Context: an optimization exercise on an open-source flow, tuned for a short achievable clock period and few clock cycles per item. The choices shown serve that exercise and are no tape-out recipe. Function was checked by simulation only, so behaviour that the tests miss may differ from the original. No activity file was given, so power comes from the tool's default toggle rates.

==> design/flow/design.v <==
module fxd #(
    parameter W  = 32,           
    parameter K  = 6,            
    parameter EW = 8             
) (
    input  wire            clk,
    input  wire            rst,
    input  wire            cmd_valid,
    input  wire [W+6:0]    cmd_word,
    output wire            cmd_ready,
    output wire            busy,
    output wire            done,
    output wire [1:0]      result,
    output wire [7:0]      ocount,
    output wire [EW-1:0]   errcode,
    output wire [16+EW-1:0] status,
    output wire            out_valid,
    output wire [7:0]      out_byte,
    output wire [1:0]      out_seg,
    output wire            out_seg_last,
    output wire            out_end,
    input  wire            snk_ready,
    input  wire            snk_err,
    input  wire [EW-1:0]   snk_code
);
    localparam [1:0] R_NONE = 2'd0, R_OK = 2'd1, R_FBITS = 2'd2, R_SINK = 2'd3;
    localparam [2:0] P_S1   = 3'd0,
                     P_INT  = 3'd1,
                     P_PT   = 3'd2,
                     P_FRAC = 3'd3,
                     P_END  = 3'd4;
    function [33:0] p10;
        input integer k;
        integer q;
        begin
            p10 = 34'd1;
            for (q = 0; q < k; q = q + 1) p10 = p10 * 10;
        end
    endfunction
    function [W:0] addp;
        input [W-1:0] a;
        input [W-1:0] b;
        input         ci;
        reg   [W-1:0] p, g, gg, pp, c;
        integer d, i;
        begin
            p  = a ^ b;
            g  = a & b;
            gg = g;
            pp = p;
            gg[0] = g[0] | (p[0] & ci);
            for (d = 1; d < W; d = d * 2)
                for (i = W - 1; i >= d; i = i - 1) begin
                    gg[i] = gg[i] | (pp[i] & gg[i-d]);
                    pp[i] = pp[i] & pp[i-d];
                end
            c = {gg[W-2:0], ci};
            addp = {gg[W-1], p ^ c};
        end
    endfunction
    reg          busy_q;
    reg          rdy_q;
    reg          done_q;
    reg [1:0]    res_q;
    reg [7:0]    ocnt_q;
    reg [EW-1:0] ecode_q;
    reg          ov_q;
    reg [11:0]   ob_q;
    reg          sv_q;
    reg [11:0]   sb_q;
    reg [2:0]    ph_q;
    reg [W-1:0]  raw_q;
    reg [5:0]    fb_q;
    reg          neg_q;
    reg [W-1:0]  fax_q;      
    reg [W-1:0]  fu_q;       
    reg [W-1:0]  fa_q;       
    reg [6:0]    fk_q;       
    reg [W-1:0]  rem_q;      
    reg [9:0]    k_q;        
    reg [W-1:0]  cj_q [1:9]; 
    reg [9:5]    cbig_q;     
    reg [2:0]    fc_q;       
    assign cmd_ready    = rdy_q;
    assign busy         = busy_q;
    assign done         = done_q;
    assign result       = res_q;
    assign ocount       = ocnt_q;
    assign errcode      = ecode_q;
    assign status       = {ecode_q, ocnt_q, 4'b0000, res_q, done_q, busy_q};
    assign out_valid    = ov_q;
    assign out_byte     = ob_q[11:4];
    assign out_seg      = ob_q[3:2];
    assign out_seg_last = ob_q[1];
    assign out_end      = ob_q[0];
    wire cmd_legal = ~cmd_word[W+5] | (cmd_word[W+4:W] == 5'd0);
    wire cmd_neg   = cmd_word[W+6] & cmd_word[W-1];
    wire [W-1:0]   s1_x   = raw_q ^ {W{neg_q}};
    wire [2*W-1:0] s1_sh  = {s1_x, {W{1'b0}}} >> fb_q;
    wire [2*W-1:0] s1_rs  = {raw_q, {W{1'b0}}} >> fb_q;     
    wire [2*W-1:0] s1_u   = {{W-1{1'b0}}, neg_q, {W{1'b0}}} >> fb_q;
    wire           s1_c   = neg_q & (s1_rs[W-1:0] == {W{1'b0}});
    wire [W-1:0]   s1_ipx = s1_sh[2*W-1:W];
    wire [W:0]     s1_ipa = addp(s1_ipx, {W{1'b0}}, s1_c);
    wire [W-1:0]   s1_ip  = s1_ipa[W-1:0];
    reg  [6:0]     s1_fk;
    integer t;
    always @(*) begin
        for (t = 0; t < 7; t = t + 1)
            s1_fk[t] = ~((fb_q > 6'd28) && (t < 36 - fb_q));
    end
    reg  [9:0]     s1_ge;
    reg  [9:0]     s1_pos;       
    reg  [W:0]     s1_t0, s1_t1;
    reg  [W-1:0]   s1_cj [1:9];
    integer a, b;
    always @(*) begin
        s1_ge[0] = 1'b1;
        for (a = 1; a < 10; a = a + 1) begin
            s1_t0 = addp(s1_ipx, ~p10(a), 1'b1);           
            s1_t1 = addp(s1_ipx, ~(p10(a) - 1), 1'b1);     
            s1_ge[a] = s1_c ? s1_t1[W] : s1_t0[W];
        end
        for (a = 0; a < 9; a = a + 1)
            s1_pos[a] = s1_ge[a] & ~s1_ge[a+1];
        s1_pos[9] = s1_ge[9];
        for (b = 1; b < 10; b = b + 1) begin
            s1_cj[b] = {W{1'b0}};
            for (a = 0; a < 10; a = a + 1)
                if (s1_pos[a] && b * p10(a) < 34'h1_0000_0000)
                    s1_cj[b] = s1_cj[b] | (b * p10(a));
        end
    end
    reg [W:0]   in_df [1:9];
    reg [9:0]   in_ge;
    reg [3:0]   in_dig;
    reg [W-1:0] in_rem;
    reg [W-1:0] in_cj [1:9];
    always @(*) begin
        in_ge[0] = 1'b1;
        for (b = 1; b < 10; b = b + 1) begin
            in_df[b] = addp(rem_q, ~cj_q[b], 1'b1);       
            in_ge[b] = in_df[b][W] & ~(b >= 5 && cbig_q[b]);
        end
        in_dig = 4'd0;
        in_rem = rem_q;
        for (b = 1; b < 10; b = b + 1)
            if (in_ge[b] && !(b < 9 && in_ge[b+1])) begin
                in_dig = in_dig | b;
                in_rem = in_df[b][W-1:0];
            end
        for (b = 1; b < 10; b = b + 1) begin
            in_cj[b] = {W{1'b0}};
            for (a = 1; a < 10; a = a + 1)
                if (k_q[a]) in_cj[b] = in_cj[b] | (b * p10(a - 1));
        end
    end
    wire in_last = k_q[0];
    wire [W-1:0] fr_x    = {fa_q[W-1:7], fa_q[6:0] & fk_q};
    wire [W:0]   fr_pl   = addp({fr_x[W-4:0], 3'b000}, {fr_x[W-2:0], 1'b0}, 1'b0);
    wire [3:0]   fr_dig  = {1'b0, fr_x[W-1:W-3]} + {3'b000, fr_x[W-1]} + {3'b000, fr_pl[W]};
    wire [W:0]   fr_nx   = addp({fa_q[W-4:0], 3'b000}, {fa_q[W-2:0], 1'b0}, 1'b0);
    wire [W-1:0] fr_next = fr_nx[W-1:0];
    wire         fr_last = (fa_q[W-2:0] == 0) || (fc_q == K - 1);
    wire [W:0]   fa_init = addp(fax_q, fu_q, 1'b0);
    reg        pv;
    reg [11:0] pr;
    always @(*) begin
        pv = 1'b0;
        pr = 12'd0;
        case (ph_q)
            P_INT:  begin pv = 1'b1; pr = {4'h3, in_dig, 2'd1, in_last, 1'b0}; end
            P_PT:   begin pv = 1'b1; pr = {8'h2E, 2'd2, 1'b1, 1'b0}; end
            P_FRAC: begin pv = 1'b1; pr = {4'h3, fr_dig, 2'd3, fr_last, fr_last}; end
            default: ;
        endcase
    end
    wire adv = ~sv_q;
    always @(posedge clk) begin
        if (rst)
            ph_q <= P_END;
        else if (rdy_q)
            ph_q <= P_S1;
        else if (adv) begin
            case (ph_q)
                P_S1:   ph_q <= P_INT;
                P_INT:  if (in_last) ph_q <= P_PT;
                P_PT:   ph_q <= P_FRAC;
                P_FRAC: if (fr_last) ph_q <= P_END;
                default: ;
            endcase
        end
    end
    integer g;
    always @(posedge clk) begin
        if (rdy_q) begin
            raw_q <= cmd_word[W-1:0];
            fb_q  <= cmd_word[W+5:W];
            neg_q <= cmd_neg;
        end
        if (ph_q == P_INT)
            fa_q <= fa_init[W-1:0];
        if (!rdy_q && adv) begin
            case (ph_q)
                P_S1: begin
                    fax_q <= s1_sh[W-1:0];
                    fu_q  <= s1_u[W-1:0];
                    fk_q  <= s1_fk;
                    rem_q <= s1_ip;
                    k_q   <= s1_pos;
                    cbig_q <= {5{s1_pos[9]}};
                    for (g = 1; g < 10; g = g + 1) cj_q[g] <= s1_cj[g];
                end
                P_INT: begin
                    rem_q <= in_rem;
                    k_q   <= k_q >> 1;
                    cbig_q <= 5'd0;
                    for (g = 1; g < 10; g = g + 1) cj_q[g] <= in_cj[g];
                end
                P_PT:   fc_q <= 3'd0;
                P_FRAC: begin
                    fa_q <= fr_next;
                    fc_q <= fc_q + 3'd1;
                end
                default: ;
            endcase
        end
    end
    wire take = ov_q & snk_ready & ~snk_err;
    wire fail = ov_q & snk_err;
    always @(posedge clk) begin
        if (rst) begin
            busy_q  <= 1'b0;
            rdy_q   <= 1'b1;
            done_q  <= 1'b0;
            res_q   <= R_NONE;
            ocnt_q  <= 8'd0;
            ecode_q <= {EW{1'b0}};
            ov_q    <= 1'b0;
            sv_q    <= 1'b0;
        end else if (rdy_q) begin
            sv_q <= 1'b0;
            if (cmd_valid) begin
                ocnt_q  <= 8'd0;
                ecode_q <= {EW{1'b0}};
                if (cmd_legal) begin
                    busy_q <= 1'b1;
                    rdy_q  <= 1'b0;
                    done_q <= 1'b0;
                    res_q  <= R_NONE;
                    ov_q   <= cmd_neg;
                end else begin
                    done_q <= 1'b1;
                    res_q  <= R_FBITS;
                    ov_q   <= 1'b0;
                end
            end else begin
                done_q <= 1'b0;
                ov_q   <= 1'b0;
            end
        end else begin
            done_q <= 1'b0;
            if (fail) begin
                busy_q  <= 1'b0;
                rdy_q   <= 1'b1;
                done_q  <= 1'b1;
                res_q   <= R_SINK;
                ecode_q <= snk_code;
                ov_q    <= 1'b0;
                sv_q    <= 1'b0;
            end else begin
                if (take) ocnt_q <= ocnt_q + 8'd1;
                if (take && ob_q[0]) begin
                    busy_q <= 1'b0;
                    rdy_q  <= 1'b1;
                    done_q <= 1'b1;
                    res_q  <= R_OK;
                    ov_q   <= 1'b0;
                    sv_q   <= 1'b0;
                end else if (take || !ov_q) begin
                    if (sv_q) begin
                        ov_q <= 1'b1;
                        sv_q <= 1'b0;
                    end else begin
                        ov_q <= pv;
                    end
                end else if (!sv_q) begin
                    sv_q <= pv;
                end
            end
        end
    end
    always @(posedge clk) begin
        if (rdy_q)
            ob_q <= {8'h2D, 2'd0, 1'b1, 1'b0};
        else if (take || !ov_q)
            ob_q <= sv_q ? sb_q : pr;
        if (!sv_q)
            sb_q <= pr;
    end
endmodule
==> design/flow/flow/run.sh <==
#!/bin/bash
# Own layout flow: the standard ORFS flow (standard synthesis, same
# constraints and clock period), with timing repair asked to leave extra
# setup slack so that the layout is optimised below the clock period.
set -euo pipefail
MARGIN=$(cat flow/margin.txt)
bash standard.sh SETUP_SLACK_MARGIN=$MARGIN TNS_END_PERCENT=100 finish > standard_flow.log 2>&1
==> design/flow/flow/margin.txt <==
12
==> design/flow/standard.sh <==
#!/bin/bash
# synth_recipe.tcl (not shown) runs the flow's synth.tcl, then flattens the netlist and writes it again
# the make line also repeats each setting of config.mk as NAME=value (left out here)
make -C /OpenROAD-flow-scripts/flow DESIGN_CONFIG=/design/flow/config.mk WORK_HOME=/design/flow/orfs CLKGATE_MAP_FILE= SYNTH_SCRIPT=/design/flow/synth_recipe.tcl "${@:-finish}"
==> design/flow/config.mk <==
export PLATFORM = sky130hd
export DESIGN_NAME = fxd
export DESIGN_NICKNAME = fxd
export VERILOG_FILES = /design/flow/design.v
export SDC_FILE = /design/flow/constraint.sdc
export NUM_CORES = 4
export LEC_CHECK = 0
export CAP_MARGIN = 20
export CORE_MARGIN = 2
export CORE_UTILIZATION = 40
export SLEW_MARGIN = 20
==> design/flow/constraint.sdc <==
create_clock -name core_clock -period 17.0 [get_ports {clk}]
set_input_delay 3.4000 -clock core_clock [delete_from_list [all_inputs] [get_ports {clk}]]
set_output_delay 3.4000 -clock core_clock [all_outputs]
set_load 0.01 [all_outputs]
==> run notes, run 1 <==
result of the run=timing/DRC/antenna clean; Residual DRC=0; Die W=301 um; starting utilization of the core area=0.402; cell types occupying the most area after synthesis=sky130_fd_sc_hd__edfxtp_1 (19%), sky130_fd_sc_hd__ha_1 (9.9%), sky130_fd_sc_hd__a21oi_1 (5.5%), sky130_fd_sc_hd__dfxtp_1 (4.6%), sky130_fd_sc_hd__mux2i_1 (4.3%); warnings from Yosys=10; maximum level of the CTS H-tree=2; f_max=200 MHz; PortBufs=105; setup_tns=0 ns; area of the core=88,000 sq um; HPWL after detailed placement=106 mm; number of antenna violations at the first check in global routing=2; leakage power=16.0 nW; CTS clk-pin slew, worst paths=0.06 ns; reported max-cap violation count=0; Worst Hold Slack=0.456 ns; placed inst area=37,300 sq um; Unique masters post-synth=112; crit share post-route=0.293; unrepaired setup endpoints after global routing=yes; Flop pwr share=0.303; number of enable-type register cells in the synthesized netlist=226; shortest period the worst path allows=4.99 ns; signal arrival time at the worst endpoint=5.30 ns; layout overhead on the synthesized area=12.5%; sequential share of the synthesized area=0.238; clock latency on the worst-skew pair=0.62 ns; worst slew pin tran=1.13 ns; CTS tree=yes; top-area cell type share of the netlist area=0.192; # fillers=8,806; global-route usage over all layers=0.298; Worst Setup End Kind=flop; number of hold buffers added after cts=0; maximum fanout along the worst path=20; post-synth design cell area=35,400 sq um; post-detailed-route wirelength per cell=25.2 um; Worst VDD drop=0.0733 mV; Post-DRT Antenna Nets=0; pin count of the biggest net entering global routing=75; number of top-level design ports=110; critical path cell sequence=buf_4 > clkbuf_16 > mux2i_1 > mux2i_4 > a211oi_4 > or2_0 > or4_1 > a211o_1 > or4_1 > a31o_1 > a31oi_2 > buf_6 > and2_4 > nand4_1; net total in the final layout=4,771; Vias per Instance=6.51; Pwr per Cell Area=79.3 nW/um^2; path class of the lowest-slack min-delay path=reg -> reg; CTS root buf=sky130_fd_sc_hd__clkbuf_16; Slew headroom=0.242; routability-driven placement congestion ratio=1.02; Routed WL=142 mm; clock sink count=308; row count=109; share of power burned in the clock network=0.276; category of the critical setup timing path=reg -> reg; global-route wire length before repair=210 mm; Switching Power=1.28 mW; Final Max Slew Viols=0; number of search-and-repair iterations in the first detailed-routing pass=6; Required @ worst endpoint=17.31 ns; number of placed instances with taps included=5,502; CTS Buffer Depth=3; vias after detailed routing=36,700; total CTS buffers=39; Inserted Diodes=0; total of flip-flops plus latches after synthesis=308; vias in the first global route=33,500; Total Power Consumption=3.15 mW; Die Footprint=90,800 sq um; combinational power share=0.421; area used by multi-input combinational logic=25,700 sq um; Post-Syn Area per Cell=8.01 sq um; count of mapped cells out of synthesis=4,417; cell area after layout=39,800 sq um; Layout Skew=0.0448 ns; total global routing overflow=0; cell with the largest stage delay on the worst path=sky130_fd_sc_hd__or4_1; Vert. Die Dim=301 um; async set-or-reset flop fraction in the synthesized netlist=0; Yosys top cell by area=sky130_fd_sc_hd__edfxtp_1; final non-filler cell total=5,630; dominant synthesized flop cell=sky130_fd_sc_hd__edfxtp_1; Setup violations, final=0; cell seen most often among critical-path stages=sky130_fd_sc_hd__or4_1; starting DRC count in detailed routing=4,518; final number of hold-violating endpoints=0; internal power contribution=1.87 mW; Max stage delay on crit path=0.56 ns; switching share of power=0.407; area occupied by registers=8440 sq um; launching element type of the critical path=flop; fraction of layout cells with a size suffix above 1=0.0936
## flip-flops by register name (all words and copies together) (netlist names), 2 cells and up
register and count:
cj_q 72, fa_q 32, fax_q 32, fu_q 32
raw_q 32, rem_q 32, ob_q 12, sb_q 12
ecode_q 8, k_q 8, ocnt_q 8, fk_q 7
fb_q 6, fc_q 3, ph_q 3, res_q 2
## worst paths after layout
kind | endpoint | depth (start not counted) | from | slack, ns
hold reg to reg | sb_q[0]$_DFF_P_ | 2 | sb_q[0]$_DFF_P_ | 0.46
setup reg to reg | cj_q[7][6]$_DFFE_PP_ | 14 | fb_q[0]$_DFFE_PP_ | 12.01
hold / removal | sb_q[0]$_DFF_P_ | 2 | sb_q[0]$_DFF_P_ | 0.46
setup / recovery | cj_q[7][6]$_DFFE_PP_ | 14 | fb_q[0]$_DFFE_PP_ | 12.01
## worst max-delay path: cells and delay by family, from the launching register on
family / cells / cell delay [ns]
buffers and inverters: 3 / 0.65
flip-flops: 1 / 0.42
multiplexers: 2 / 0.80
AO/OA/AOI/OAI: 4 / 0.97
AND/OR/NAND/NOR: 5 / 1.82
## cell usage after synthesis, types with 19 or more instances
cell type	count
sky130_fd_sc_hd__inv_1	187
sky130_fd_sc_hd__edfxtp_1	226
sky130_fd_sc_hd__xor2_1	116
sky130_fd_sc_hd__a211oi_1	72
sky130_fd_sc_hd__xnor2_1	156
sky130_fd_sc_hd__buf_2	24
sky130_fd_sc_hd__o31ai_1	35
sky130_fd_sc_hd__a211o_1	26
sky130_fd_sc_hd__nor2b_1	34
sky130_fd_sc_hd__nand4_1	51
sky130_fd_sc_hd__o211ai_1	55
sky130_fd_sc_hd__and3_1	45
sky130_fd_sc_hd__mux2i_1	152
sky130_fd_sc_hd__nor3b_1	20
sky130_fd_sc_hd__a22oi_1	23
sky130_fd_sc_hd__or2_2	35
sky130_fd_sc_hd__a21o_1	124
sky130_fd_sc_hd__nor2_1	357
sky130_fd_sc_hd__a31oi_1	63
sky130_fd_sc_hd__a21oi_1	386
sky130_fd_sc_hd__ha_1	280
sky130_fd_sc_hd__nor4_1	42
sky130_fd_sc_hd__nand3_1	128
sky130_fd_sc_hd__nand2b_1	72
sky130_fd_sc_hd__nor3_1	112
sky130_fd_sc_hd__o22ai_1	43
sky130_fd_sc_hd__a311oi_1	19
sky130_fd_sc_hd__nand2_1	372
sky130_fd_sc_hd__or3_1	37
sky130_fd_sc_hd__a2111oi_0	27
sky130_fd_sc_hd__o21ai_0	275
sky130_fd_sc_hd__buf_4	27
sky130_fd_sc_hd__clkbuf_1	175
sky130_fd_sc_hd__o21a_1	59
sky130_fd_sc_hd__buf_1	19
sky130_fd_sc_hd__and2_1	37
sky130_fd_sc_hd__o21bai_1	23
sky130_fd_sc_hd__a221oi_1	22
sky130_fd_sc_hd__o221ai_1	33
sky130_fd_sc_hd__dfxtp_1	82
## through the flow
stage | util | setup WS, ns
finish | 0.452 | 12.01
CTS | 0.445 | 11.94
global placement | 0.424 | 10.65
global route | 0.452 | 11.92
floorplan | - | 12.35
detailed placement | 0.424 | 10.56
## final cells by class
type | instances | area share
inverters | 189 | 0.0183
flip-flops and latches | 308 | 0.212
well taps | 1165 | 0.0367
repair inverters | 1 | 0.000189
repair buffers | 221 | 0.0517
clock buffers | 48 | 0.0272
multi-input cells | 3674 | 0.647
clock inverters | 24 | 0.00645
## routing by layer
layer  share of wire  track usage
met1            0.43        0.418
met5        0.000056            0
met3            0.11       0.0644
met4           0.063        0.152
met2            0.40        0.428
## cell families after synthesis
kind of cell | synth area share
flip-flops | 0.238
AND/OR/NAND/NOR | 0.202
multiplexers | 0.0564
XOR/XNOR | 0.0674
other | 0.000106
buffers and inverters | 0.0521
AO/OA/AOI/OAI | 0.282
adder cells (fa/ha/maj) | 0.102
## cells in the final DEF (no fill, tap or decap), drive strengths merged, types with 56 or more instances in the layout
cell type,netlist,layout
a21oi,388,389
nand2,372,372
nor2,357,357
ha,280,280
o21ai,280,280
edfxtp,226,226
inv,188,192
mux2i,164,164
xnor2,156,156
nand3,128,128
a21o,124,124
xor2,116,116
nor3,115,115
buf,76,113
clkdlybuf4s50,0,91
dfxtp,82,82
a211oi,74,74
nand2b,72,72
a31oi,64,64
o21a,59,59
o211ai,56,56
## repair_timing
action	4_1_cts	5_1_grt
pin swaps	3	9
gates cloned	2	3
endpoints found under the setup margin	163	149
resized for setup	89	85
setup buffers	24	27
## power by group through the flow
stage	combinational (mW)	sequential, mW	clock (mW)
finish	1.33	0.956	0.870
CTS	1.26	0.953	0.887
detailed placement	1.23	0.971	0
floorplan	0.889	0.936	0
global placement	1.22	0.971	0
global route	1.43	0.961	0.917
Testbench counts, summed over its fixed seeds: cycles 405,384, items 32,000.
==> inputs of run 2 (changes only) <==
--- a/design/flow/design.v
+++ b/design/flow/design.v
@@ -71,4 +71,6 @@
     reg [2:0]    ph_q;
-    reg [W-1:0]  raw_q;
+    reg [W-1:0]  x_q;        
     reg [5:0]    fb_q;
+    reg [W:0]    fh_q;       
+    reg [W-1:0]  tm_q;       
     reg          neg_q;
@@ -97,8 +99,21 @@
     wire cmd_neg   = cmd_word[W+6] & cmd_word[W-1];
-    wire [W-1:0]   s1_x   = raw_q ^ {W{neg_q}};
-    wire [2*W-1:0] s1_sh  = {s1_x, {W{1'b0}}} >> fb_q;
-    wire [2*W-1:0] s1_rs  = {raw_q, {W{1'b0}}} >> fb_q;     
-    wire [2*W-1:0] s1_u   = {{W-1{1'b0}}, neg_q, {W{1'b0}}} >> fb_q;
-    wire           s1_c   = neg_q & (s1_rs[W-1:0] == {W{1'b0}});
-    wire [W-1:0]   s1_ipx = s1_sh[2*W-1:W];
+    reg  [W-1:0]   s1_ipx;       
+    reg  [W-1:0]   s1_fax;       
+    reg  [W-1:0]   s1_u;         
+    integer f, i;
+    always @(*) begin
+        s1_ipx = {W{1'b0}};
+        s1_fax = {W{1'b0}};
+        s1_u   = {W{1'b0}};
+        for (f = 0; f <= W; f = f + 1)
+            for (i = 0; i < W; i = i + 1) begin
+                if (i + f < W)
+                    s1_ipx[i] = s1_ipx[i] | (fh_q[f] & x_q[i + f]);
+                if (i + f >= W)
+                    s1_fax[i] = s1_fax[i] | (fh_q[f] & x_q[i + f - W]);
+                if (i + f == W)
+                    s1_u[i] = s1_u[i] | (fh_q[f] & neg_q);
+            end
+    end
+    wire           s1_c   = neg_q & (&(x_q | ~tm_q));
     wire [W:0]     s1_ipa = addp(s1_ipx, {W{1'b0}}, s1_c);
@@ -196,4 +211,6 @@
         if (rdy_q) begin
-            raw_q <= cmd_word[W-1:0];
+            x_q   <= cmd_word[W-1:0] ^ {W{cmd_neg}};
             fb_q  <= cmd_word[W+5:W];
+            for (g = 0; g <= W; g = g + 1) fh_q[g] <= (cmd_word[W+5:W] == g);
+            for (g = 0; g < W; g = g + 1)  tm_q[g] <= (cmd_word[W+5:W] > g);
             neg_q <= cmd_neg;
@@ -205,4 +222,4 @@
                 P_S1: begin
-                    fax_q <= s1_sh[W-1:0];
-                    fu_q  <= s1_u[W-1:0];
+                    fax_q <= s1_fax;
+                    fu_q  <= s1_u;
                     fk_q  <= s1_fk;
==> design/flow/flow/margin.txt (replaced) <==
12.6
==> run 2 against run 1 <==
Compared with the run above: still clean; sequential cell count is 66 higher; setup slack gained 0.47 ns; first-iteration DRC count rose by 29%; wire length rose by 10%; non-clock buffer count is 122 higher; cell count is 7.5% higher; largest cell class unchanged.
==> run notes, run 2 <==
Layout Skew=0.0305 ns; most common cell after layout, fill and taps aside=sky130_fd_sc_hd__nand2_1; async set-or-reset flop fraction in the synthesized netlist=0; Final Max Slew Viols=0; crit share post-route=0.266; path class of the lowest-slack min-delay path=reg -> reg; depth of the worst register-to-register path=16; Max stage delay on crit path=0.36 ns; Post-Syn Area per Cell=8.12 sq um; number of antenna violations at the first check in global routing=1; Yosys top cell by area=sky130_fd_sc_hd__edfxtp_1; number of top-level design ports=110; HPWL after detailed placement=103 mm; Residual DRC=0; Die W=315 um; critical path cell sequence=buf_6; flip-flop count of the largest register, all copies and words added=73; most flop-heavy register=cj_q; leakage power=17.4 nW; post-detailed-route wirelength per cell=25.8 um; total global routing overflow=0; area of the core=95,300 sq um; result of the run=timing/DRC/antenna clean; PortBufs=105; r2r startpoint=k_q[7]$_DFFE_PP_; number of instances on the worst hold path=2; CTS clk-pin slew, worst paths=0.06 ns; Post-DRT Antenna Nets=0; total of flip-flops plus latches after synthesis=374; CTS tree=yes; area occupied by registers=10,500 sq um; vias after detailed routing=40,600; number of hold buffers added after cts=0; Largest regs=cj_q x73, fh_q x33; clock latency on the worst-skew pair=0.64 ns; maximum level of the CTS H-tree=2; Hold Startpoint=sb_q[6]$_DFF_P_; vias in the first global route=37,000; Unique masters post-synth=104; count of buffer and inverter cells on the critical path=1; Die Footprint=98,900 sq um; worst slew pin tran=1.01 ns; Total Power Consumption=3.76 mW; number of cells on the critical path=1; sequential share of the synthesized area=0.270; warnings from Yosys=10; global-route usage over all layers=0.297; launching element type of the critical path=flop; Inserted Diodes=0; Pwr per Cell Area=84.3 nW/um^2; post-synth design cell area=38,600 sq um; fraction of layout cells with a size suffix above 1=0.137; starting DRC count in detailed routing=5,811; pin count of the biggest net entering global routing=84; Setup violations, final=0; routability-driven placement congestion ratio=0.977; Vert. Die Dim=315 um; most used cells in the layout excluding fill and tap cells=sky130_fd_sc_hd__nand2_1 (339), sky130_fd_sc_hd__a21oi_1 (336), sky130_fd_sc_hd__a22oi_1 (323), sky130_fd_sc_hd__nor2_1 (292), sky130_fd_sc_hd__edfxtp_1 (292); launch point of the worst path=res_q[1]$_SDFFE_PP0P_; starting utilization of the core area=0.405; CTS root buf=sky130_fd_sc_hd__clkbuf_16; count of mapped cells out of synthesis=4,748; row count=113; area used by multi-input combinational logic=26,900 sq um; top cell types by occurrence after synthesis=sky130_fd_sc_hd__a21oi_1 (349), sky130_fd_sc_hd__nand2_1 (349), sky130_fd_sc_hd__a22oi_1 (325); top-area cell type share of the netlist area=0.227; cell with the largest stage delay on the worst path=sky130_fd_sc_hd__dfxtp_4; reported max-cap violation count=0; layout overhead on the synthesized area=15.8%; # fillers=9,304; f_max=221 MHz; Post-Place Setup Slack=11.31 ns; Worst Setup End Kind=output port; Slew headroom=0.326; unrepaired setup endpoints after global routing=yes; total CTS buffers=46; end-of-flow core utilization=0.469; maximum fanout along the worst path=3; final number of hold-violating endpoints=0; net total in the final layout=5,090; signal arrival time at the worst endpoint=1.12 ns; setup_tns=0 ns; number of enable-type register cells in the synthesized netlist=292; cell family with the largest share of critical-path delay=flip-flops; number of search-and-repair iterations in the first detailed-routing pass=11; Required @ worst endpoint=13.60 ns; global-route wire length before repair=231 mm; dominant synthesized flop cell=sky130_fd_sc_hd__edfxtp_1; shortest period the worst path allows=4.52 ns; cell types occupying the most area after synthesis=sky130_fd_sc_hd__edfxtp_1 (23%), sky130_fd_sc_hd__ha_1 (9.1%), sky130_fd_sc_hd__a22oi_1 (6.3%), sky130_fd_sc_hd__a21oi_1 (4.5%), sky130_fd_sc_hd__dfxtp_1 (4.3%); worst path setup slack after routing=12.48 ns; Worst VDD drop=0.0844 mV; category of the critical setup timing path=reg -> out; CTS Buffer Depth=3; clock sink count=374; Vias per Instance=6.70; Routed WL=156 mm
## run 2: worst paths after layout
| check | endpoint | slack [ns] |
|---|---|---|
| worst min register to register | sb_q[6]$_DFF_P_ | 0.45 |
| worst min-delay path | sb_q[6]$_DFF_P_ | 0.45 |
| worst max register to register | rem_q[7]$_DFFE_PP_ | 12.66 |
| worst max-delay path | result[1] | 12.48 |
## run 2: layout make-up
type                            count  area share
Clock inverter                     20     0.00507
Multi-Input combinational cell   3773       0.603
Timing Repair Buffer              343      0.0739
Inverter                          214      0.0185
Tap cell                         1265      0.0354
Clock buffer                       65      0.0297
Sequential cell                   374       0.235
## run 2: what timing repair did
item                       4_1_cts  5_1_grt
cloned                           3        4
pin swaps                       25       38
hold endpoints to repair         0        0
setup endpoints to repair      231      230
setup buffers                   69       60
resized for setup              459      188
## run 2: metal layers
metal / wire length [um] / GRT usage
met5: 13 / 0
met2: 67700 / 0.458
met1: 63000 / 0.408
met4: 8640 / 0.117
met3: 17100 / 0.0589
## run 2: kinds of logic (layout without fill, tap and decap cells)
logic type	Yosys count	in the layout	synth area share
flip-flops	374	374	0.270
multiplexers	15	15	0.00392
buffers and inverters	606	642	0.0636
XOR/XNOR	309	309	0.0702
adder cells (fa/ha/maj)	286	286	0.0937
other	1	4	0.0000972
AND/OR/NAND/NOR	1400	1402	0.180
AO/OA/AOI/OAI	1757	1757	0.319
## run 2: power by group
group	internal [mW]	leakage, nW	switching (mW)
clock	0.579	0.756	0.448
sequential	1.08	3.48	0.0685
combinational	0.591	13.1	1.00
## run 2: worst min-delay path: stages (launching register included)
cell and delay, ns:
sky130_fd_sc_hd__dfxtp_1 0.30, sky130_fd_sc_hd__nand2_1 0.06, sky130_fd_sc_hd__nand2_1 0.06
## run 2: through the flow
stage	area (sq um)	std cells	hold slack [ns]
2_1_floorplan	38700	4751	0.422
3_3_place_gp	40500	5832	0.436
3_5_place_dp	40500	5833	0.441
4_1_cts	43400	5990	0.454
5_1_grt	44700	6054	0.471
6_report	44700	6054	0.453
Testbench counts of run 2, summed over its fixed seeds: cycles 405,384, items 32,000.
==> inputs of run 3 (changes only) <==
--- a/design/flow/design.v
+++ b/design/flow/design.v
@@ -186,2 +186,3 @@
         case (ph_q)
+            P_S1:   begin pv = s1_pos[0]; pr = {4'h3, s1_ip[3:0], 2'd1, 1'b1, 1'b0}; end
             P_INT:  begin pv = 1'b1; pr = {4'h3, in_dig, 2'd1, in_last, 1'b0}; end
@@ -200,3 +201,3 @@
             case (ph_q)
-                P_S1:   ph_q <= P_INT;
+                P_S1:   ph_q <= s1_pos[0] ? P_PT : P_INT;
                 P_INT:  if (in_last) ph_q <= P_PT;
@@ -217,3 +218,3 @@
         end
-        if (ph_q == P_INT)
+        if (ph_q == P_INT || ph_q == P_PT)
             fa_q <= fa_init[W-1:0];
==> run 3 against run 2 <==
Compared with the run above: largest power group unchanged; critical endpoint is now out_seg_last; critical path depth is the same; via count up 1.8%; power up 2.5%; utilization down 0.75 points; wire length increased by 8.3%; critical path type unchanged.
==> run notes, run 3 <==
result of the run=timing/DRC/antenna clean; top-area cell type share of the netlist area=0.224; top cell types by occurrence after synthesis=sky130_fd_sc_hd__nand2_1 (408), sky130_fd_sc_hd__a21oi_1 (387), sky130_fd_sc_hd__a22oi_1 (354); Inserted Diodes=0; layer with the highest usage after global routing=met1; starting DRC count in detailed routing=6,496; unrepaired setup endpoints after global routing=yes; placed inst area=41,000 sq um; Layout Skew=0.0234 ns; most flop-heavy register=cj_q; critical path cell sequence=buf_6; Required @ worst endpoint=13.60 ns; maximum level of the CTS H-tree=2; CTS clk-pin slew, worst paths=0.06 ns; cell family with the largest share of critical-path delay=flip-flops; number of enable-type register cells in the synthesized netlist=292; net total in the final layout=5,172; CTS Buffer Depth=3; Max stage delay on crit path=0.38 ns; met3 layer usage reported by global route=0.0757; fraction of layout cells with a size suffix above 1=0.123; number of instances on the worst hold path=1; final number of hold-violating endpoints=0; Slew headroom=0.258; number of antenna violations at the first check in global routing=2; vias in the first global route=37,700; global-route usage over all layers=0.325; crit share post-route=0.265; end-of-flow core utilization=0.461; starting utilization of the core area=0.404; most used cells in the layout excluding fill and tap cells=sky130_fd_sc_hd__nand2_1 (398), sky130_fd_sc_hd__a21oi_1 (376), sky130_fd_sc_hd__a22oi_1 (353), sky130_fd_sc_hd__edfxtp_1 (292), sky130_fd_sc_hd__nor2_1 (286); met1 track demand over resource=0.473; number of cells on the critical path=1; launching element type of the critical path=flop; post-synth design cell area=39,100 sq um; Routed WL=169 mm; pin count of the biggest net entering global routing=81; number of hold buffers added after cts=0; Residual DRC=0; post-detailed-route wirelength per cell=27.6 um; Die Footprint=100,000 sq um; Total Power Consumption=3.86 mW; layout overhead on the synthesized area=14.1%; leakage power=17.4 nW; total global routing overflow=0; row count=114; HPWL after detailed placement=115 mm; Post-DRT Antenna Nets=0; cell types occupying the most area after synthesis=sky130_fd_sc_hd__edfxtp_1 (22%), sky130_fd_sc_hd__ha_1 (9.0%), sky130_fd_sc_hd__a22oi_1 (6.8%), sky130_fd_sc_hd__a21oi_1 (5.0%), sky130_fd_sc_hd__xnor2_1 (4.8%); flip-flop count of the largest register, all copies and words added=73; number of top-level design ports=110; warnings from Yosys=10; category of the critical setup timing path=reg -> out; count of buffer and inverter cells on the critical path=1; Setup violations, final=0; most numerous cell in the Yosys netlist=sky130_fd_sc_hd__nand2_1; Post-Place Setup Slack=10.63 ns; path class of the lowest-slack min-delay path=reg -> reg; setup_tns=0 ns; number of search-and-repair iterations in the first detailed-routing pass=13; total CTS buffers=44; cell with the largest stage delay on the worst path=sky130_fd_sc_hd__dfxtp_4; CTS root buf=sky130_fd_sc_hd__clkbuf_16; vias after detailed routing=41,300; global-route wire length before repair=250 mm; CTS tree=yes; Unique masters post-synth=105; maximum fanout along the worst path=2; # fillers=9,614; routability-driven placement congestion ratio=1.00; Largest regs=cj_q x73, fh_q x33; sequential share of the synthesized area=0.266; PortBufs=105; Worst VDD drop=0.0721 mV; async set-or-reset flop fraction in the synthesized netlist=0; total of flip-flops plus latches after synthesis=374; f_max=222 MHz; area of the core=96,700 sq um; most common cell after layout, fill and taps aside=sky130_fd_sc_hd__nand2_1; Vert. Die Dim=317 um; met2 layer usage reported by global route=0.472; Worst Setup End Kind=output port; Pwr per Cell Area=86.5 nW/um^2; worst path setup slack after routing=12.49 ns; signal arrival time at the worst endpoint=1.11 ns; Final Max Slew Viols=0; clock sink count=374; cell area after layout=44,600 sq um; Post-Syn Area per Cell=8.06 sq um; reported max-cap violation count=0; Die W=317 um; Yosys top cell by area=sky130_fd_sc_hd__edfxtp_1; dominant synthesized flop cell=sky130_fd_sc_hd__edfxtp_1; depth of the worst register-to-register path=14; Vias per Instance=6.72; shortest period the worst path allows=4.51 ns; count of mapped cells out of synthesis=4,851; worst slew pin tran=1.11 ns; clock latency on the worst-skew pair=0.62 ns
[run 3: cell count changes after synthesis, moves of 10 or more]
cell	delta
sky130_fd_sc_hd__buf_2	-10
sky130_fd_sc_hd__xor2_1	-27
sky130_fd_sc_hd__inv_1	-10
sky130_fd_sc_hd__a22oi_1	+29
sky130_fd_sc_hd__xnor2_1	+37
sky130_fd_sc_hd__a22o_1	-12
sky130_fd_sc_hd__nand3_1	+11
sky130_fd_sc_hd__or3_1	-13
sky130_fd_sc_hd__clkbuf_1	+12
sky130_fd_sc_hd__a21oi_1	+38
sky130_fd_sc_hd__nand2_1	+59
[run 3: where the power goes]
group          internal [mW]  total (mW)  leakage [nW]  switching [mW]
Sequential              1.08        1.14          3.46          0.0622
Clock                  0.599        1.03         0.764           0.431
Combinational          0.601        1.69          13.2            1.09
[run 3: repair_timing]
action / CTS / global route
buffers inserted: 63 / 54
cloned: 3 / 1
pin swaps: 35 / 30
resized for setup: 474 / 101
hold endpoints to repair: 0 / 0
endpoints found under the setup margin: 266 / 191
[run 3: final timing paths]
check / start / to / slack, ns
max: ob_q[1]$_SDFFE_PP1P_ / out_seg_last / 12.49
min: sb_q[1]$_DFF_P_ / sb_q[1]$_DFF_P_ / 0.45
max reg2reg: rem_q[10]$_DFFE_PP_ / rem_q[22]$_DFFE_PP_ / 12.63
min reg2reg: sb_q[1]$_DFF_P_ / sb_q[1]$_DFF_P_ / 0.45
[run 3: final cells by class]
| cell class | count | area (sq um) | area share |
|---|---|---|---|
| multi-input cells | 3879 | 27100 | 0.608 |
| flip-flops and latches | 374 | 10500 | 0.236 |
| repair buffers | 330 | 3050 | 0.0683 |
| well taps | 1276 | 1600 | 0.0358 |
| clock buffers | 66 | 1380 | 0.0309 |
| inverters | 205 | 781 | 0.0175 |
| clock inverters | 16 | 189 | 0.00424 |
[run 3: per-stage QoR]
stage / instances / hold slack (ns)
2_1_floorplan: 4854 / 0.422
4_1_cts: 6091 / 0.455
6_report: 6146 / 0.452
3_3_place_gp: 5943 / 0.436
3_5_place_dp: 5943 / 0.441
5_1_grt: 6146 / 0.468
[run 3: kinds of logic after synthesis]
logic type / Yosys count / synth area share
AOI/OAI and AO/OA: 1790 / 0.318
adders and majority gates: 286 / 0.0925
muxes: 19 / 0.00493
DFF: 374 / 0.266
xor gates and xnor gates: 319 / 0.0715
other: 1 / 0.0000960
and+or+nand+nor: 1458 / 0.184
buffers and inverters: 604 / 0.0623
[run 3: metal layers]
| layer | share of wire | up-vias |
|---|---|---|
| li1 | - | 18500 |
| met1 | 0.43 | 19500 |
| met2 | 0.41 | 2823 |
| met3 | 0.12 | 526 |
| met4 | 0.044 | 0 |
| met5 | 0 | - |
Testbench counts of run 3, summed over its fixed seeds: cycles 393,464, items 32,000.
==> inputs of run 4 (changes only) <==
==> design/flow/flow/margin.txt (replaced) <==
13.0
--- a/design/flow/config.mk
+++ b/design/flow/config.mk
@@ -9,3 +9,3 @@
 export CORE_MARGIN = 2
-export CORE_UTILIZATION = 40
+export CORE_UTILIZATION = 50
 export SLEW_MARGIN = 20
==> run 4 against run 3 <==
Compared with the run above: sequential cell count unchanged; highest routed layer is now met5; utilization increased by 15 points; global-route usage increased by 7.9 points; setup slack got worse by 0.036 ns; die area decreased by 20%; critical path type unchanged; via count increased by 4.3%; sequential share of layout area decreased by 1.5 points; synthesized area unchanged; largest power group unchanged; worst hold slack about the same.
==> run notes, run 4 <==
result of the run=timing/DRC/antenna clean; cell family with the largest share of critical-path delay=flip-flops; Final Max Slew Viols=0; Pwr per Cell Area=85.5 nW/um^2; leakage power=18.6 nW; Vias per Instance=7.10; Routed WL=174 mm; Die W=284 um; CTS clk-pin slew, worst paths=0.07 ns; net total in the final layout=5,324; clock latency on the worst-skew pair=0.65 ns; CTS tree=yes; Die Footprint=80,400 sq um; Setup violations, final=0; met3 layer usage reported by global route=0.133; most flop-heavy register=cj_q; Worst VDD drop=0.0955 mV; worst slew pin tran=0.884 ns; layout overhead on the synthesized area=21.8%; flip-flop count of the largest register, all copies and words added=73; most common cell after layout, fill and taps aside=sky130_fd_sc_hd__nand2_1; Vert. Die Dim=284 um; starting DRC count in detailed routing=6,781; count of buffer and inverter cells on the critical path=1; Post-DRT Antenna Nets=0; row count=102; cell with the largest stage delay on the worst path=sky130_fd_sc_hd__dfxtp_2; pin count of the biggest net entering global routing=72; total of flip-flops plus latches after synthesis=374; critical path cell sequence=buf_6; layer with the highest usage after global routing=met1; area of the core=77,500 sq um; clock sink count=374; Worst Hold Slack=0.453 ns; signal arrival time at the worst endpoint=1.14 ns; unrepaired setup endpoints after global routing=yes; Required @ worst endpoint=13.60 ns; vias after detailed routing=43,100; reported max-cap violation count=0; met2 layer usage reported by global route=0.557; top cell types by occurrence after synthesis=sky130_fd_sc_hd__nand2_1 (408), sky130_fd_sc_hd__a21oi_1 (387), sky130_fd_sc_hd__a22oi_1 (354); path class of the lowest-slack min-delay path=reg -> reg; fraction of layout cells with a size suffix above 1=0.191; sequential share of the synthesized area=0.266; number of search-and-repair iterations in the first detailed-routing pass=14; Unique masters post-synth=105; dominant synthesized flop cell=sky130_fd_sc_hd__edfxtp_1; async set-or-reset flop fraction in the synthesized netlist=0; Residual DRC=0; top-area cell type share of the netlist area=0.224; warnings from Yosys=10; launching element type of the critical path=flop; Yosys top cell by area=sky130_fd_sc_hd__edfxtp_1; CTS root buf=sky130_fd_sc_hd__clkbuf_16; Max stage delay on crit path=0.37 ns; PortBufs=105; most used cells in the layout excluding fill and tap cells=sky130_fd_sc_hd__nand2_1 (380), sky130_fd_sc_hd__a21oi_1 (352), sky130_fd_sc_hd__a22oi_1 (348), sky130_fd_sc_hd__edfxtp_1 (292), sky130_fd_sc_hd__nor2_1 (278); setup_tns=0 ns; met1 track demand over resource=0.579; HPWL after detailed placement=114 mm; number of top-level design ports=110; Slew headroom=0.411; vias in the first global route=38,700; starting utilization of the core area=0.505; category of the critical setup timing path=reg -> out; f_max=220 MHz; post-synth design cell area=39,100 sq um; cell types occupying the most area after synthesis=sky130_fd_sc_hd__edfxtp_1 (22%), sky130_fd_sc_hd__ha_1 (9.0%), sky130_fd_sc_hd__a22oi_1 (6.8%), sky130_fd_sc_hd__a21oi_1 (5.0%), sky130_fd_sc_hd__xnor2_1 (4.8%); CTS Buffer Depth=3; Layout Skew=0.0576 ns; global-route wire length before repair=252 mm; final number of hold-violating endpoints=0; routability-driven placement congestion ratio=1.04; Worst Setup End Kind=output port; maximum level of the CTS H-tree=2; total CTS buffers=48; post-detailed-route wirelength per cell=28.7 um; number of antenna violations at the first check in global routing=5; global-route usage over all layers=0.404; most numerous cell in the Yosys netlist=sky130_fd_sc_hd__nand2_1; crit share post-route=0.267; number of enable-type register cells in the synthesized netlist=292; Post-Syn Area per Cell=8.06 sq um; maximum fanout along the worst path=2; total global routing overflow=0; setup slack of the worst register-to-register path=12.62 ns; shortest period the worst path allows=4.54 ns; count of mapped cells out of synthesis=4,851; Largest regs=cj_q x73, fh_q x33
-- run 4: cell count changes in the layout (fill, tap and decap cells not counted), moves of 18 or more --
cell | previous run | this run
sky130_fd_sc_hd__buf_4 | 194 | 270
sky130_fd_sc_hd__o21ai_0 | 214 | 179
sky130_fd_sc_hd__buf_6 | 69 | 103
sky130_fd_sc_hd__buf_12 | 9 | 36
sky130_fd_sc_hd__ha_1 | 272 | 246
sky130_fd_sc_hd__a21oi_1 | 376 | 352
sky130_fd_sc_hd__o21ai_1 | 10 | 32
sky130_fd_sc_hd__a21oi_2 | 7 | 27
sky130_fd_sc_hd__nand2_1 | 398 | 380
-- run 4: logic make-up (layout without fill, tap and decap cells) --
family                   Yosys count  in the layout  synth area share
buffers and inverters            604            770            0.0623
other                              1              8         0.0000960
AND/OR/NAND/NOR                 1458           1459             0.184
flip-flops                       374            374             0.266
XOR/XNOR                         319            319            0.0715
multiplexers                      19             19           0.00493
AO/OA/AOI/OAI                   1790           1793             0.318
adder cells (fa/ha/maj)          286            286            0.0925
-- run 4: final timing paths --
check / to / cells past startpoint / from
max: out_end / 1 / ob_q[0]$_SDFFE_PP0P_
min: sb_q[8]$_DFF_P_ / 2 / sb_q[8]$_DFF_P_
max reg2reg: ob_q[4]$_SDFFE_PP1P_ / 20 / fk_q[1]$_DFFE_PP_
min reg2reg: sb_q[8]$_DFF_P_ / 2 / sb_q[8]$_DFF_P_
-- run 4: area by class of cell --
| type | count | area [sq um] |
|---|---|---|
| antenna | 4 | 10.0 |
| clock buffer | 61 | 1320 |
| clock inverter | 27 | 345 |
| fill | 7027 | 29900 |
| inverter | 205 | 786 |
| multi-input combinational | 3880 | 28500 |
| sequential | 374 | 10500 |
| tap | 1040 | 1300 |
| timing repair buffer | 477 | 4790 |
-- run 4: stage by stage --
stage | std cells | setup WS (ns) | total power, mW | cell area [sq um] | utilization
after floorplan | 4854 | 12.41 | 2.24 | 39500 | -
after global placement | 5710 | 10.82 | 2.70 | 40900 | 0.528
after detailed placement | 5710 | 10.66 | 2.70 | 40900 | 0.528
after CTS | 5958 | 12.44 | 3.90 | 45500 | 0.587
after global routing | 6064 | 12.45 | 4.22 | 47600 | 0.614
final | 6068 | 12.46 | 4.07 | 47600 | 0.615
-- run 4: report_power, final --
part	total, mW	internal (mW)	switching, mW	leakage, nW
Sequential	1.15	1.08	0.0670	3.46
Combinational	1.83	0.685	1.14	14.4
Clock	1.09	0.646	0.449	0.806
Total	4.07	2.41	1.66	18.6
-- run 4: routing by layer --
layer,routed length [um],share of wire
met1,71400,0.41
met3,25900,0.15
met5,44,0.00025
met2,67900,0.39
met4,8940,0.051
-- run 4: what timing repair did --
item	4_1_cts	5_1_grt
endpoints found under the setup margin	326	300
cloned	10	6
gates resized for setup	683	274
pin swaps	80	117
buffers inserted	150	100
hold buffers	0	0
==> inputs of run 5 (changes only) <==
--- a/design/flow/design.v
+++ b/design/flow/design.v
@@ -148,2 +148,30 @@
     end
+    wire           s1_small = ~s1_ge[3];
+    wire [9:0]     s1_lo    = s1_ip[9:0];
+    reg  [3:0]     s1_sd;        
+    reg  [9:0]     s1_sr;        
+    reg  [9:0]     s1_sc [1:9];  
+    integer h;
+    always @(*) begin
+        s1_sd = 4'd0;
+        s1_sr = 10'd0;
+        if (s1_pos[0])
+            s1_sd = s1_lo[3:0];
+        for (h = 1; h < 10; h = h + 1) begin
+            if (s1_pos[1] && s1_lo >= 10 * h) begin
+                s1_sd = h;
+            end
+            if (s1_pos[2] && s1_lo >= 100 * h) begin
+                s1_sd = h;
+            end
+        end
+        for (h = 0; h < 10; h = h + 1) begin
+            if (s1_pos[1] && s1_lo >= 10 * h && !(h < 9 && s1_lo >= 10 * (h + 1)))
+                s1_sr = s1_sr | (s1_lo - 10 * h);
+            if (s1_pos[2] && s1_lo >= 100 * h && !(h < 9 && s1_lo >= 100 * (h + 1)))
+                s1_sr = s1_sr | (s1_lo - 100 * h);
+        end
+        for (h = 1; h < 10; h = h + 1)
+            s1_sc[h] = s1_pos[2] ? 10 * h : h;
+    end
     reg [W:0]   in_df [1:9];
@@ -186,3 +214,3 @@
         case (ph_q)
-            P_S1:   begin pv = s1_pos[0]; pr = {4'h3, s1_ip[3:0], 2'd1, 1'b1, 1'b0}; end
+            P_S1:   begin pv = s1_small; pr = {4'h3, s1_sd, 2'd1, s1_pos[0], 1'b0}; end
             P_INT:  begin pv = 1'b1; pr = {4'h3, in_dig, 2'd1, in_last, 1'b0}; end
@@ -226,6 +254,12 @@
                     fk_q  <= s1_fk;
-                    rem_q <= s1_ip;
-                    k_q   <= s1_pos;
+                    if (s1_small) begin
+                        rem_q <= {{W-10{1'b0}}, s1_sr};
+                        k_q   <= s1_pos >> 1;
+                        for (g = 1; g < 10; g = g + 1) cj_q[g] <= {{W-10{1'b0}}, s1_sc[g]};
+                    end else begin
+                        rem_q <= s1_ip;
+                        k_q   <= s1_pos;
+                        for (g = 1; g < 10; g = g + 1) cj_q[g] <= s1_cj[g];
+                    end
                     cbig_q <= {5{s1_pos[9]}};
-                    for (g = 1; g < 10; g = g + 1) cj_q[g] <= s1_cj[g];
                 end
==> design/flow/flow/margin.txt (replaced) <==
12.6
--- a/design/flow/config.mk
+++ b/design/flow/config.mk
@@ -9,3 +9,3 @@
 export CORE_MARGIN = 2
-export CORE_UTILIZATION = 50
+export CORE_UTILIZATION = 40
 export SLEW_MARGIN = 20
==> run 5 against run 4 <==
Compared with the run above: setup slack got worse by 0.54 ns; global-route usage fell by 8.1 points; sequential share of layout area down 1.3 points; via count grew 5.7%; register-to-register slack worse by 0.71 ns.
==> run notes, run 5 <==
Largest regs=cj_q x80, fh_q x33; final non-filler cell total=6,750; number of top-level design ports=110; area of the core=102,000 sq um; Slew headroom=0.332; Post-Place Setup Slack=10.75 ns; vias after detailed routing=45,600; net total in the final layout=5,692; critical path cell sequence=buf_12 > buf_4 > a22oi_1 > nand4_1 > or4_4 > buf_4 > nor4b_4 > buf_4 > buf_4 > a2111oi_4 > o2111ai_4 > nand2_2 > nor2_1 > nand3_1 > o221ai_1 > o32ai_1 > a31oi_2; CTS Buffer Depth=3; most common cell after layout, fill and taps aside=sky130_fd_sc_hd__nand2_1; reported max-cap violation count=0; top-area cell type share of the netlist area=0.219; Die Footprint=105,000 sq um; category of the critical setup timing path=reg -> reg; number of enable-type register cells in the synthesized netlist=299; cell area after layout=51,400 sq um; async set-or-reset flop fraction in the synthesized netlist=0; worst slew pin tran=1.00 ns; Worst Setup End Kind=flop; leakage power=20.4 nW; amount of wire on met3 after detailed routing=21.9 mm; CTS root buf=sky130_fd_sc_hd__clkbuf_16; number of search-and-repair iterations in the first detailed-routing pass=12; total CTS buffers=43; starting utilization of the core area=0.403; launching element type of the critical path=flop; end-of-flow core utilization=0.506; global-route usage over all layers=0.323; PortBufs=105; unrepaired setup endpoints after global routing=yes; count of buffer and inverter cells on the critical path=5; Pwr per Cell Area=82.1 nW/um^2; path class of the lowest-slack min-delay path=reg -> reg; f_max=197 MHz; sequential share of the synthesized area=0.259; HPWL after detailed placement=113 mm; flip-flop count of the largest register, all copies and words added=80; row count=117; Residual DRC=0; Required @ worst endpoint=17.36 ns; count of mapped cells out of synthesis=5,096; worst path setup slack after routing=11.91 ns; most numerous cell in the Yosys netlist=sky130_fd_sc_hd__a21oi_1; Layout Skew=0.0356 ns; global-route wire length before repair=262 mm; pin count of the biggest net entering global routing=82; max layer used=met5; total of flip-flops plus latches after synthesis=381; setup_tns=0 ns; starting DRC count in detailed routing=7,467; Die W=324 um; Unique masters post-synth=101; signal arrival time at the worst endpoint=5.44 ns; dominant synthesized flop cell=sky130_fd_sc_hd__edfxtp_1; vias in the first global route=41,400; most used cells in the layout excluding fill and tap cells=sky130_fd_sc_hd__nand2_1 (394), sky130_fd_sc_hd__buf_4 (384), sky130_fd_sc_hd__a21oi_1 (381), sky130_fd_sc_hd__a22oi_1 (336), sky130_fd_sc_hd__nor2_1 (303); cell family with the largest share of critical-path delay=compound AO/OA/AOI/OAI gates; fraction of layout cells with a size suffix above 1=0.210; cell types occupying the most area after synthesis=sky130_fd_sc_hd__edfxtp_1 (22%), sky130_fd_sc_hd__ha_1 (8.8%), sky130_fd_sc_hd__a22oi_1 (6.3%), sky130_fd_sc_hd__a21oi_1 (5.1%), sky130_fd_sc_hd__xnor2_1 (4.3%); cell with the largest stage delay on the worst path=sky130_fd_sc_hd__or4_4; layout overhead on the synthesized area=25.5%; met2 WL post-DR=75.4 mm; Routed WL=179 mm; shortest period the worst path allows=5.09 ns; warnings from Yosys=11; Final Max Slew Viols=0; crit share post-route=0.299; final number of hold-violating endpoints=0; Setup violations, final=0; CTS clk-pin slew, worst paths=0.07 ns; number of hold buffers added after cts=0; maximum fanout along the worst path=10; Worst VDD drop=0.0893 mV; routed metal-1 wirelength=72.4 mm; Max stage delay on crit path=0.59 ns; Yosys top cell by area=sky130_fd_sc_hd__edfxtp_1; most flop-heavy register=cj_q; clock latency on the worst-skew pair=0.62 ns; Post-DRT Antenna Nets=0; CTS tree=yes; Vert. Die Dim=324 um; placed inst area=43,100 sq um; post-detailed-route wirelength per cell=26.6 um; post-synth design cell area=41,000 sq um; top cell types by occurrence after synthesis=sky130_fd_sc_hd__a21oi_1 (416), sky130_fd_sc_hd__nand2_1 (415), sky130_fd_sc_hd__a22oi_1 (343); total global routing overflow=0; maximum level of the CTS H-tree=2; number of antenna violations at the first check in global routing=4; Post-Syn Area per Cell=8.05 sq um; cell seen most often among critical-path stages=sky130_fd_sc_hd__buf_4; routability-driven placement congestion ratio=0.990; result of the run=timing/DRC/antenna clean; number of placed instances with taps included=6,271; Vias per Instance=6.75; clock sink count=381
## run 5: final cells by class
type | count | area [sq um]
antenna | 1 | 2.50
clock buffer | 46 | 1090
clock inverter | 34 | 490
fill | 9636 | 50300
inverter | 246 | 966
multi-input combinational | 4060 | 30100
sequential | 381 | 10700
tap | 1368 | 1710
timing repair buffer | 614 | 6410
## run 5: timing repair
action	in CTS	in global routing
buffers inserted	232	135
gates resized for setup	717	258
setup endpoints to repair	259	191
pin swaps	81	118
cloned	25	6
## run 5: final timing paths
kind,to,cells past startpoint,slack (ns),startpoint
max,rem_q[5]$_DFFE_PP_,17,11.91,x_q[27]$_DFFE_PP_
max reg2reg,rem_q[5]$_DFFE_PP_,17,11.91,x_q[27]$_DFFE_PP_
min,sb_q[7]$_DFF_P_,2,0.46,sb_q[7]$_DFF_P_
min reg2reg,sb_q[7]$_DFF_P_,2,0.46,sb_q[7]$_DFF_P_
## run 5: through the flow
stage | hold slack, ns | power (mW)
after floorplan | 0.422 | 2.30
after global placement | 0.436 | 2.74
after detailed placement | 0.441 | 2.74
after CTS | 0.456 | 4.04
after global routing | 0.493 | 4.39
final | 0.458 | 4.23
## run 5: layer usage
layer / vias up / global-route usage
li1: 20000 / -
met5: - / 0
met1: 21500 / 0.446
met4: 8 / 0.120
met2: 3238 / 0.488
met3: 813 / 0.0769
## run 5: where the power goes
part / total, mW / internal (mW) / switching (mW)
clock network: 1.06 / 0.636 / 0.428
logic: 1.99 / 0.791 / 1.20
registers: 1.17 / 1.10 / 0.0719
## run 5: tightest hold or removal path: cells and delay by family, from the launching register on
kind	cells	cell delay (ns)
AO/OA/AOI/OAI	1	0.06
flip-flops	1	0.29
buffers and inverters	1	0.06
## run 5: kinds of logic (layout without fill, tap and decap cells)
kind of cell    after synthesis  after routing  synth area share
buf+inv                     659            940            0.0691
other cells                   1              5         0.0000915
compound gates             1939           1940             0.329
flops                       381            381             0.259
xor+xnor                    310            310            0.0662
simple gates               1497           1497             0.182
mux                          15             15           0.00378
fa+ha+maj                   294            294            0.0906
Testbench counts of run 5, summed over its fixed seeds: cycles 387,918, items 32,000.

## afterwards: timing with drivers on the ports
How much do the figures lean on ideal ports? The routed layouts below were timed once more, with nothing changed but the port constraints. Step 1 sets driving cells, clkbuf_16 on the clock port and buf_2 on the other inputs (assumed; they add their load-dependent delay and slew). Step 2 also shifts input and output timing later by t, the mid clock arrival at the registers, as if the neighbouring blocks saw the same clock. Slacks: ideal ports / drivers / drivers and shift; pairs: ideal ports / drivers.
| run | t (ns) | slack for setup (ns) | worst hold slack (ns) | worst setup path after step 2 | latest minus earliest clock arrival (ns) |
|---|---|---|---|---|---|
| run 1 | 0.663 | 12.011 / 11.967 / 11.650 | 0.456 / 0.456 / 0.456 | input to register | 0.045 / 0.045 |
| run 2 | 0.697 | 12.479 / 12.404 / 12.093 | 0.453 / 0.453 / 0.453 | input to register | 0.030 / 0.031 |
| run 3 | 0.678 | 12.492 / 12.422 / 12.076 | 0.452 / 0.452 / 0.452 | input to register | 0.023 / 0.023 |
| run 4 | 0.687 | 12.456 / 12.388 / 12.371 | 0.453 / 0.453 / 0.453 | input to register | 0.057 / 0.058 |
| run 5 | 0.675 | 11.913 / 11.914 / 11.914 | 0.458 / 0.458 / 0.458 | register to register | 0.040 / 0.040 |
After both steps every run listed still meets setup and hold. The setup slack of run 3, which loses most, moves by -0.070 ns with the drivers and by -0.416 ns with both steps.
